What follows belongs to an exercise in optimizing a design on an open flow for small area, a short achievable clock period and few clock cycles per item; a production flow would make more cautious choices. Only simulation tests tie the RTL to the original design; equivalence was not proved.

==> flow/design.v <==
module hsv_rgb2hsv (
    input  wire [7:0] r,
    input  wire [7:0] g,
    input  wire [7:0] b,
    output wire [7:0] h,
    output wire [7:0] s,
    output wire [7:0] v
);
    wire       sel_r = (r >= g) && (r >= b);
    wire       sel_g = !sel_r && (g >= b);
    wire [7:0] vmax  = sel_r ? r : (sel_g ? g : b);
    wire [7:0] vmin  = (r <= g && r <= b) ? r : ((g <= b) ? g : b);
    wire [7:0] d     = vmax - vmin;
    wire [15:0] s_num = 16'd255 * d;
    wire [15:0] s_q   = (vmax == 8'd0) ? 16'd0 : s_num / vmax;
    wire [15:0] s_rem = (vmax == 8'd0) ? 16'd0 : s_num % vmax;
    wire [16:0] s_rem2 = {s_rem, 1'b0};
    wire        s_up  = (s_rem2 > {9'd0, vmax}) || ((s_rem2 == {9'd0, vmax}) && s_q[0]);
    wire [15:0] s_rnd = s_q + {15'd0, s_up};
    reg signed [9:0] x;
    reg        [1:0] k;
    always @(*) begin
        if (sel_r) begin
            x = $signed({2'b00, g}) - $signed({2'b00, b});
            k = 2'd0;
        end else if (sel_g) begin
            x = $signed({2'b00, b}) - $signed({2'b00, r});
            k = 2'd1;
        end else begin
            x = $signed({2'b00, r}) - $signed({2'b00, g});
            k = 2'd2;
        end
    end
    wire signed [20:0] nh0 = $signed(x) * 21'sd128 + $signed({11'd0, k, 8'd0}) * $signed({13'd0, d});
    wire signed [20:0] nh  = (nh0 < 0) ? nh0 + 21'sd768 * $signed({13'd0, d}) : nh0;
    wire        [19:0] h_num = nh[19:0];
    wire        [9:0]  h_den = 10'd3 * d;
    wire        [19:0] h_q   = (d == 8'd0) ? 20'd0 : h_num / h_den;
    wire        [19:0] h_rem = (d == 8'd0) ? 20'd0 : h_num % h_den;
    wire        [20:0] h_rem2 = {h_rem, 1'b0};
    wire               h_up  = (h_rem2 > {11'd0, h_den}) || ((h_rem2 == {11'd0, h_den}) && h_q[0]);
    wire        [19:0] h_rnd = h_q + {19'd0, h_up};
    assign h = h_rnd[7:0];
    assign s = s_rnd[7:0];
    assign v = vmax;
endmodule
module hsv_hsv2rgb (
    input  wire [7:0] h,
    input  wire [7:0] s,
    input  wire [7:0] v,
    output reg  [7:0] r,
    output reg  [7:0] g,
    output reg  [7:0] b
);
    wire [9:0] h3 = 10'd3 * h;
    wire [2:0] i  = h3[9:7];
    wire [6:0] f  = h3[6:0];
    function automatic [7:0] scale;
        input [7:0] vv;
        input [7:0] ss;
        input [7:0] w;
        reg [15:0] kk;
        reg [23:0] num;
        reg [23:0] q;
        reg [23:0] rem;
        reg        up;
        begin
            kk   = 16'd32640 - ss * w;
            num  = vv * kk;
            q    = num / 24'd32640;
            rem  = num % 24'd32640;
            up   = (rem > 24'd16320) || ((rem == 24'd16320) && q[0]);
            scale = q[7:0] + {7'd0, up};
        end
    endfunction
    wire [7:0] p = scale(v, s, 8'd128);
    wire [7:0] q = scale(v, s, {1'b0, f});
    wire [7:0] t = scale(v, s, 8'd128 - {1'b0, f});
    always @(*) begin
        if (s == 8'd0) begin
            r = v; g = v; b = v;
        end else begin
            case (i)
                3'd0:    begin r = v; g = t; b = p; end
                3'd1:    begin r = q; g = v; b = p; end
                3'd2:    begin r = p; g = v; b = t; end
                3'd3:    begin r = p; g = q; b = v; end
                3'd4:    begin r = t; g = p; b = v; end
                default: begin r = v; g = p; b = q; end
            endcase
        end
    end
endmodule
module hsv_satscale (
    input  wire [7:0]  s,
    input  wire [31:0] w,
    output wire [7:0]  s2
);
    wire [7:0]  e  = w[30:23];
    wire [23:0] m  = (e == 8'd0) ? {1'b0, w[22:0]} : {1'b1, w[22:0]};
    wire [31:0] pr = s * m;                       
    wire [7:0]  eu = (e == 8'd0) ? 8'd1 : e;
    wire [7:0]  sh_full = 8'd150 - eu;            
    wire [5:0]  sh      = (sh_full > 8'd40) ? 6'd40 : sh_full[5:0];
    wire [71:0] shifted = {pr, 40'd0} >> sh;
    wire [31:0] iq      = shifted[71:40];
    wire        half    = shifted[39];
    wire        sticky  = |shifted[38:0];
    wire [32:0] rnd     = {1'b0, iq} + {32'd0, half && (sticky || iq[0])};
    assign s2 = (eu >= 8'd150) ? ((pr == 32'd0) ? 8'd0 : 8'd255)
              : (rnd > 33'd255) ? 8'd255 : rnd[7:0];
endmodule
module hsv_unit (
    input  wire        clk,
    input  wire        rst,
    input  wire        in_valid,
    output wire        in_ready,
    input  wire [1:0]  in_op,
    input  wire        in_order,
    input  wire [31:0] in_sat,
    input  wire [7:0]  in_p0,
    input  wire [7:0]  in_p1,
    input  wire [7:0]  in_p2,
    output reg         out_valid,
    input  wire        out_ready,
    output reg  [7:0]  out_p0,
    output reg  [7:0]  out_p1,
    output reg  [7:0]  out_p2
);
    localparam OP_RGB2HSV = 2'd0;
    localparam OP_HSV2RGB = 2'd1;
    localparam OP_SATBOOST = 2'd2;
    wire [7:0] r_in = in_order ? in_p2 : in_p0;
    wire [7:0] g_in = in_p1;
    wire [7:0] b_in = in_order ? in_p0 : in_p2;
    wire [7:0] h_a, s_a, v_a;
    hsv_rgb2hsv u_fwd (.r(r_in), .g(g_in), .b(b_in), .h(h_a), .s(s_a), .v(v_a));
    wire [7:0] s_boost;
    hsv_satscale u_sat (.s(s_a), .w(in_sat), .s2(s_boost));
    wire [7:0] h_b = (in_op == OP_HSV2RGB) ? in_p0 : h_a;
    wire [7:0] s_b = (in_op == OP_HSV2RGB) ? in_p1 : s_boost;
    wire [7:0] v_b = (in_op == OP_HSV2RGB) ? in_p2 : v_a;
    wire [7:0] r_out, g_out, b_out;
    hsv_hsv2rgb u_inv (.h(h_b), .s(s_b), .v(v_b), .r(r_out), .g(g_out), .b(b_out));
    wire bypass = (in_op == OP_SATBOOST) && (in_sat == 32'h3F800000);
    reg [7:0] res0, res1, res2;
    always @(*) begin
        if (in_op == OP_RGB2HSV) begin
            res0 = h_a; res1 = s_a; res2 = v_a;
        end else if (bypass) begin
            res0 = in_p0; res1 = in_p1; res2 = in_p2;
        end else begin
            res0 = in_order ? b_out : r_out;
            res1 = g_out;
            res2 = in_order ? r_out : b_out;
        end
    end
    assign in_ready = !out_valid || out_ready;
    wire take = in_valid && in_ready;
    always @(posedge clk) begin
        if (rst)
            out_valid <= 1'b0;
        else if (take)
            out_valid <= 1'b1;
        else if (out_ready)
            out_valid <= 1'b0;
        if (take) begin
            out_p0 <= res0;
            out_p1 <= res1;
            out_p2 <= res2;
        end
    end
endmodule
==> flow/run.sh <==
#!/bin/bash
# synth_recipe.tcl (not shown) runs the flow's synth.tcl, then flattens the netlist and writes it again
# the make line also repeats each setting of config.mk as NAME=value (left out here)
make -C /OpenROAD-flow-scripts/flow DESIGN_CONFIG=/design/flow/config.mk WORK_HOME=/design/flow/orfs CLKGATE_MAP_FILE= SYNTH_SCRIPT=/design/flow/synth_recipe.tcl finish
==> flow/config.mk <==
export PLATFORM = sky130hd
export DESIGN_NAME = hsv_unit
export DESIGN_NICKNAME = hsv_unit
export VERILOG_FILES = /design/flow/design.v
export SDC_FILE = /design/flow/constraint.sdc
export NUM_CORES = 4
export LEC_CHECK = 0
export CAP_MARGIN = 20
export CORE_MARGIN = 2
export CORE_UTILIZATION = 40
export SLEW_MARGIN = 20
==> flow/constraint.sdc <==
create_clock -name core_clock -period 110.0 [get_ports {clk}]
set_input_delay 22.0000 -clock core_clock [delete_from_list [all_inputs] [get_ports {clk}]]
set_output_delay 22.0000 -clock core_clock [all_outputs]
set_load 0.01 [all_outputs]
==> impl_results.md <==
* Minimum clock period at 102.64 ns
* Setup CP Type: in2reg
* First-pass GRT wire length at 278000 um
* H-tree levels at 1
* Vias post-DR at 54200
* Initial DRC Count at 4304
* Layout cells sized above 1 at 5.23%
* Grt ovf at 0
* Finished Layout Cells at 9136
* CP max FO at 34
* Largest net degree at the start of global routing at 45
* R2R Path Start: out_valid
* Routed Antenna Nets at 0
* Number of max-cap violations at 0
* Clock Path Buffers at 2
* Max-slew violations at 0
* Setup Skew at 0.00266 ns
* Clk slew on worst S/H paths at 0.08 ns
* Gpl congestion at 0.981
* RSZ-0062 raised after global routing: no
* Status: complete, no violations
* Wire per inst at 18.9 um
* Setup violators final at 0
* Synth top area share at 16.2%
* CTS tree: built
* Met3 Resource Use GR at 3.03%
* DR DRC count at 0
* Clock sinks at 25
* Syn-to-layout area delta at 5.75%
* Die height at 371 um
* Busiest grt layer: met2
* Final hold vios at 0
* Netlist cell types at 130
* DR vias/cell at 5.93
* Met1 Track Usage GR at 34.8%
* Post-synth net total at 8556
* Worst-Margin Slew at 1.15 ns
* Sequential area share after synthesis at 1.38%
* Met2 Use GR at 39.5%
* CP max stage delay at 0.68 ns
* Slowest-stage cell, CP: clkdlybuf4s50_1
* IO buf count at 88
* Most frequent cell after synthesis: inv_1
* Initial Utilization at 40.3%
* Max frequency at 0.00974 GHz
* Root Buffer: clkbuf_16
* Total wire length at 172000 um
* Avg Cell Area, Syn at 7.24 um^2
* Ports at 89
* CP arrival at 102.66 ns
* Drt first pass iters at 9
* Startpoint types: input port
* Seq cells post-synth at 25
* Warnings, synthesis at 3
* Worst EP required at 110.01 ns
* Main synth FF type: edfxtp_1
* Final Util at 42.6%
* Top Family by Delay on Critical Path: compound AO/OA/AOI/OAI gates
* GRT Total Usage at 24.5%
* Skew-Pair Late Insertion Delay at 0.28 ns
* Std-Cell Rows at 134
* Placed cell count at 9120
* Number of hold buffers added after CTS at 0
* Async set-reset flop share out of synthesis at 0%
* Hold Path Origin: out_valid
* Setup_tns at 0 ns
* # nets final at 8502
* Vias in the first global route at 51700
* Post-synthesis cell count at 7418
* Cell mode on critical path: ha_1
* Worst setup path start: in_p2[5]
* Cell area after synthesis at 53700 um^2
* Setup crit end kind: flip-flop
* Die X at 371 um
* Crit share post-route at 93.3%
* CP bufs+invs at 19
* Initial antenna violation count at 26
* Leading area contributor after synthesis: fa_1
* Top post-synthesis cells by area: fa_1 (16%), ha_1 (15%), inv_1 (5.4%)
* DPL Wire Length at 141000 um
* Number of flops mapped to enable cells by yosys at 24
* Min-Delay Path Class: reg2reg
* Post-synth top cells: inv_1 (780), nor2_1 (768), nand2_1 (697), ha_1 (640), fa_1 (435)
* CTS Buf Count at 3
* Max-slew headroom at 22.6%
* Total Die Area at 137000 um^2
* Core area at 133000 um^2
## logic make-up after synthesis
family / count (synthesis) / synth area share [%]
simple gates: 2773 / 25.1
compound gates: 1907 / 24.4
buf+inv: 1023 / 7.26
fa+ha+maj: 1089 / 31.4
flops: 25 / 1.38
mux: 188 / 3.75
xor+xnor: 413 / 6.77
## metrics by stage
step	instance area [um^2]	hold WS, ns	setup WS (ns)
final	56800	0.512	7.36
after global routing	56800	0.560	0.0626
after CTS	56700	0.519	5.45
after detailed placement	56600	0.515	5.46
after global placement	56600	0.502	7.58
after floorplan	53700	0.593	14.05
## final timing paths
| check | end | slack (ns) | cells past startpoint |
|---|---|---|---|
| hold reg to reg | out_valid | 0.51 | 2 |
| setup reg to reg | out_p1[0] | 108.74 | 3 |
| hold / removal | out_valid | 0.51 | 2 |
| setup / recovery | out_p0[4] | 7.36 | 343 |
## routing by layer
metal	vias to the layer above	part of all wire, %
met5	-	0.11
met4	28	2.6
met3	271	6.6
met2	1640	44
met1	26100	46
li1	26200	-
## layout by cell type (no fill, tap or decap), types with 87 or more instances in the layout
master / Yosys / layout
ha_1: 640 / 639
a21o_1: 135 / 135
nand2_1: 697 / 696
nor2b_1: 94 / 92
inv_1: 780 / 779
clkdlybuf4s50_1: 0 / 87
mux2i_1: 104 / 104
o21a_1: 166 / 166
nor3_1: 259 / 256
buf_4: 3 / 90
xnor2_1: 283 / 281
o21ai_0: 300 / 298
nand3_1: 166 / 166
nand2b_1: 103 / 103
and2_1: 220 / 220
nor2_1: 768 / 764
xor2_1: 128 / 128
a21oi_1: 431 / 423
o31ai_1: 106 / 106
fa_1: 435 / 435
## worst register-to-register path: cells and delay by family (launching register included)
family        cells  cell delay [ns]
buf+inv           1             0.36
flops             1             0.31
simple gates      2             0.23
## area by class of cell
class                      count  area (um^2)
tap                         1768         2210
sequential                    25          741
timing repair buffer         178         1550
antenna                        5         12.5
fill                       14000        76600
inverter                     785         2950
multi-input combinational   6371        49300
clock inverter                 1         7.51
clock buffer                   3         75.1
## timing repair
action | CTS | global route
gates resized for setup | 0 | 14
buffers inserted | 0 | 6
setup endpoints to repair | 0 | 24
## registers in the layout (all words and copies together) (netlist names)
name,flops
out_p0,8
out_p1,8
out_p2,8
out_valid,1
Testbench counts, summed over its fixed seeds: cycles 32,008, pixels 32,000.

## afterwards: timing with drivers on the ports
Ports are ideal in the flow. The routed layout listed here was re-timed in OpenROAD.
Step 1 sets driving cells, clkbuf_16 on the clock port and buf_2 on the other inputs (assumed; they add their load-dependent delay and slew).
Step 2 times the ports against the registers' clock, not the clock port: input delays grow and output delays shrink by t, the midpoint of the rising clock arrivals with the driver on.
a / b / c = no drivers / after step 1 / after step 2; a / b = the first two.
t, ns: 0.328
setup slack, ns: 7.355 / 7.288 / 6.960
pins driven straight from the clock port: 1
After both steps this run still meets setup and hold. The setup slack of this run moves by -0.067 ns with the drivers and by -0.395 ns with both steps.
